From an optimization exercise on the open Yosys and OpenROAD flow, aimed at small area, a short achievable clock period and few clock cycles; shortcuts taken in it are not production practice.
Only simulation tests tie the RTL to the original design; equivalence was not proved.

==> inputs of exp/indigo <==
// fmma
module fmma (
    input  wire        clk,
    input  wire        rst,
    input  wire [4:0]  cfg_vc0,
    input  wire [1:0]  cfg_vc1,
    input  wire [1:0]  cfg_vc2,
    input  wire [19:0] cfg_clk0,
    input  wire [19:0] cfg_clk1,
    input  wire [19:0] cfg_clk2,
    input  wire [15:0] cfg_ref,
    input  wire        cmd_valid,
    output wire        cmd_ready,
    input  wire [15:0] cmd_dur,
    input  wire [5:0]  cmd_count,
    input  wire        peak_valid,
    output wire        peak_ready,
    input  wire [19:0] peak_freq,
    input  wire [15:0] peak_mag,
    output wire        ev_valid,
    input  wire        ev_ready,
    output wire        ev_wait,
    output wire [1:0]  ev_inst,
    output wire [8:0]  ev_addr,
    output wire [7:0]  ev_data,
    output wire [15:0] ev_count,
    output wire        err
);
clock: 14.0 ns
lec_check: 0
abc_clock_period_in_ps: 7000
cap_margin: 20
core_margin: 2
core_utilization: 30
place_density: 0.45
setup_slack_margin: 5
slew_margin: 20
run.sh (not shown) runs the stock make flow with config.mk's settings and CLKGATE_MAP_FILE= SYNTH_SCRIPT=/design/flow/synth_recipe.tcl, a recipe that flattens the netlist after the stock synthesis.
==> inputs of exp/yarrow, as changes to exp/indigo <==
==> flow/config.mk (replaced) <==
export PLATFORM = sky130hd
export DESIGN_NAME = fmma
export DESIGN_NICKNAME = fmma
export VERILOG_FILES = /design/flow/design.v
export SDC_FILE = /design/flow/constraint.sdc
export NUM_CORES = 4
export LEC_CHECK = 0
export ABC_CLOCK_PERIOD_IN_PS = 9000
export CAP_MARGIN = 20
export CORE_MARGIN = 2
export CORE_UTILIZATION = 40
export SETUP_SLACK_MARGIN = 4
export SLEW_MARGIN = 20
==> qor summary <==
| quantity | exp/yarrow | exp/indigo |
|---|---|---|
| Actual slew at the worst max-slew pin | 1.28 ns | 1.24 ns |
| Post-layout worst setup margin | 4.41 ns | 4.62 ns |
| Result of the run | no timing/DRC/antenna violations | no timing/DRC/antenna violations |
| Cell row count | 293 | 338 |
| GR Util met2 | 0.408 | 0.348 |
| Effective utilization at floorplan | 0.401 | 0.301 |
| Switching part of the total | 0.440 | 0.440 |
| Maximum fanout count along the critical path | 25 | 20 |
| Fraction of standard cell area in multi-input logic | 0.463 | 0.455 |
| F_max | 104 MHz | 107 MHz |
| Final-stage net count | 26960 | 27228 |
| Final worst path period share | 0.685 | 0.670 |
| First DRT Iteration DRCs | 23153 | 18555 |
| Via total after detailed routing | 195612 | 194198 |
| Clock insertion delay at the later pin of the skew report | 1.13 ns | 1.19 ns |
| Buffers outside the clock class | 770 | 1003 |
| R2R setup slack | 4.41 ns | 4.62 ns |
| Placeable Area | 0.635 mm^2 | 0.847 mm^2 |
Testbench counts of exp/indigo, summed over its fixed seeds: cycles 21,898.
Testbench counts of exp/yarrow, summed over its fixed seeds: cycles 21,898.

* * *

==> 08-03: inputs <==
fmma, a different RTL version from the one above (not shown whole).
clock: 14.0 ns
lec_check: 0
abc_clock_period_in_ps: 7000
cap_margin: 20
core_margin: 2
core_utilization: 30
place_density: 0.45
setup_slack_margin: 5
slew_margin: 20
==> 02-04: changes against 08-03 <==
--- a/flow/design.v
+++ b/flow/design.v
@@ -606,31 +606,32 @@
                 ea = 9'h0A4 + {5'd0, e_c}; ed = {2'b00, e_b, e_n[10:8]};
             end else if (e_op[OP_PITCHB]) begin
                 ea = 9'h0A0 + {5'd0, e_c}; ed = e_n[7:0];
             end else begin
                 ea = 9'h028; ed = {4'hF, e_c};
             end
         end
     end
-    assign cmd_ready  = (state == S_IDLE) && (!pend_emit || !e_busy);
+    assign cmd_ready  = ((state == S_IDLE) && (!pend_emit || !e_busy)) || (push_t && !e_busy);
     assign peak_ready = peak_rdy;
     assign ev_valid   = o_v;
     assign ev_wait    = o_w;
     assign ev_inst    = o_inst;
     assign ev_addr    = o_addr;
     assign ev_data    = o_data;
     assign ev_count   = o_cnt;
     assign err        = err_r;
     wire push_m = m2_v && !stall && (mt_found || idle_any);
     wire m_idle = (state == S_MDR) && !p0_v && !m1_v && !m2_v;    
     wire push_s = m_idle && !stall && pend_any;
     wire prev_done = sp ? (wp0 == {NS{1'b0}}) : (wp1 == {NS{1'b0}});
     wire push_t = m_idle && !pend_any && prev_done && !pend_emit && ((uact & ~safe_m) == {NS{1'b0}});
-    wire acc_ok  = (state == S_IDLE) && cmd_valid && cmd_ready && !err_r && (cmd_dur != 16'd0);
+    wire take_cmd = cmd_valid && cmd_ready;
+    wire acc_ok  = take_cmd && !err_r && (cmd_dur != 16'd0);
     wire e_start = !e_busy && pend_emit;
     integer j;
     always @(posedge clk) begin
         if (rst) begin
             clk0    <= cfg_clk0;
             clk1    <= cfg_clk1;
             clk2    <= cfg_clk2;
             ref_mag <= cfg_ref;
@@ -653,34 +654,16 @@
             m2_v <= 1'b0;
             c1_v <= 1'b0; cb_v <= 1'b0; c2_v <= 1'b0; c3_v <= 1'b0; c4_v <= 1'b0; c5_v <= 1'b0;
             c6_v <= 1'b0; c7_v <= 1'b0; c8_v <= 1'b0; c9_v <= 1'b0;
             e_busy <= 1'b0;
             o_v    <= 1'b0;
             o_w    <= 1'b0;
         end else begin
             case (state)
-            S_IDLE: if (cmd_valid && cmd_ready) begin
-                dur_r   <= cmd_dur;
-                left_r  <= cmd_count;
-                ld_idx  <= 6'd0;
-                claimed <= {NS{1'b0}};
-                pend    <= {NS{1'b0}};
-                if (acc_ok) begin
-                    sp <= !sp;
-                    if (sp) dur_b0 <= cmd_dur;
-                    else    dur_b1 <= cmd_dur;
-                end
-                if (cmd_dur == 16'd0)
-                    err_r <= 1'b1;
-                if (err_r || cmd_dur == 16'd0)
-                    state <= (cmd_count != 6'd0) ? S_DISC : S_IDLE;
-                else
-                    state <= (cmd_count != 6'd0) ? S_LOAD : S_MDR;
-            end
             S_LOAD, S_DISC: if (take_peak) begin
                 ld_idx <= ld_idx + 6'd1;
                 left_r <= left_r - 6'd1;
                 if (left_r == 6'd1)
                     state <= (state == S_DISC) ? S_IDLE : S_MDR;
             end
             S_MDR: if (m_idle && !pend_any && prev_done && !pend_emit) begin
                 for (j = 0; j < NS; j = j + 1) begin
@@ -694,16 +677,34 @@
                 if (push_t) begin
                     pend_emit <= 1'b1;
                     pend_par  <= sp;
                     state     <= S_IDLE;
                 end
             end
             default: state <= S_IDLE;
             endcase
+            if (take_cmd) begin
+                dur_r   <= cmd_dur;
+                left_r  <= cmd_count;
+                ld_idx  <= 6'd0;
+                claimed <= {NS{1'b0}};
+                pend    <= {NS{1'b0}};
+                if (acc_ok) begin
+                    sp <= !sp;
+                    if (sp) dur_b0 <= cmd_dur;
+                    else    dur_b1 <= cmd_dur;
+                end
+                if (cmd_dur == 16'd0)
+                    err_r <= 1'b1;
+                if (err_r || cmd_dur == 16'd0)
+                    state <= (cmd_count != 6'd0) ? S_DISC : S_IDLE;
+                else
+                    state <= (cmd_count != 6'd0) ? S_LOAD : S_MDR;
+            end
             if (!stall) begin
                 p0_v <= take_peak && use_peak;
                 p0_f <= peak_freq;
                 p0_k <= ld_idx[4:0];
                 m1_v    <= p0_v;
                 m1_k    <= p0_k;
                 m2_v    <= m1_v;
                 m2_k    <= m1_k;
==> impl_metrics.yaml <==
clock_tree:
  clkLatencyLatePin_ns: 1.20
hold_path:
  hp-start: "c6_t[1]$_DFFE_PP_"
outcome:
  status: "no timing/DRC/antenna violations"
critical_path:
  slowest_stage: "edfxtp_1"
final_layout:
  multiInputCombCellCount: 18300
  final-clk-cell-share_pct: 5.23
global_route:
  antenna_found_initial: 115
[end of results for 08-03]
==> impl_metrics.yaml <==
outcome:
  status: "no timing/DRC/antenna violations"
final_layout:
  final-clk-cell-share_pct: 5.17
  multiInputCombCellCount: 18600
global_route:
  antenna_found_initial: 127
  grt_use_total_pct: 22.1
critical_path:
  slowest_stage: "or4_4"
hold_path:
  hp-start: "c8_par$_DFFE_PP_"
power_and_ir_drop:
  power.share.switching_pct: 44.0
yosys:
  ys_seq_elements: 3936
clock_tree:
  clkLatencyLatePin_ns: 1.18
[end of results for 02-04]
Testbench counts of 08-03, summed over its fixed seeds: cycles 22,157.
Testbench counts of 02-04, summed over its fixed seeds: cycles 21,959.

==> separate check: timing with driven ports <==
The results above use ideal ports. As a check the final layouts listed here were re-extracted and re-timed, cells and wires unchanged. Step 1, drivers: a clkbuf_16 drives clk and a buf_2 each remaining input, both assumed. Step 2 moves the port delays by t, midway between the first and last clock arrival at a register: inputs arrive t later, outputs are due t later. That takes back most of the time a late clock gives input paths. Three values: ideal, step 1, step 2; two values: the first two.
run | shift t [ns] | slack for setup (ns) | latest minus earliest clock arrival (ns) | worst slew at a driven data input, ns | cell pins on the clock port's net
exp/indigo | 1.232 | 4.622 / 4.622 / 4.622 | 0.171 / 0.172 | 0.27 | 1
exp/yarrow | 1.180 | 4.413 / 4.413 / 4.413 | 0.168 / 0.167 | 0.14 | 1
08-03 | 1.251 | 4.125 / 4.125 / 4.125 | 0.199 / 0.199 | 0.16 | 1
02-04 | 1.250 | 4.150 / 4.150 / 4.150 | 0.165 / 0.165 | 0.15 | 1
After both steps every run listed still meets setup and hold.
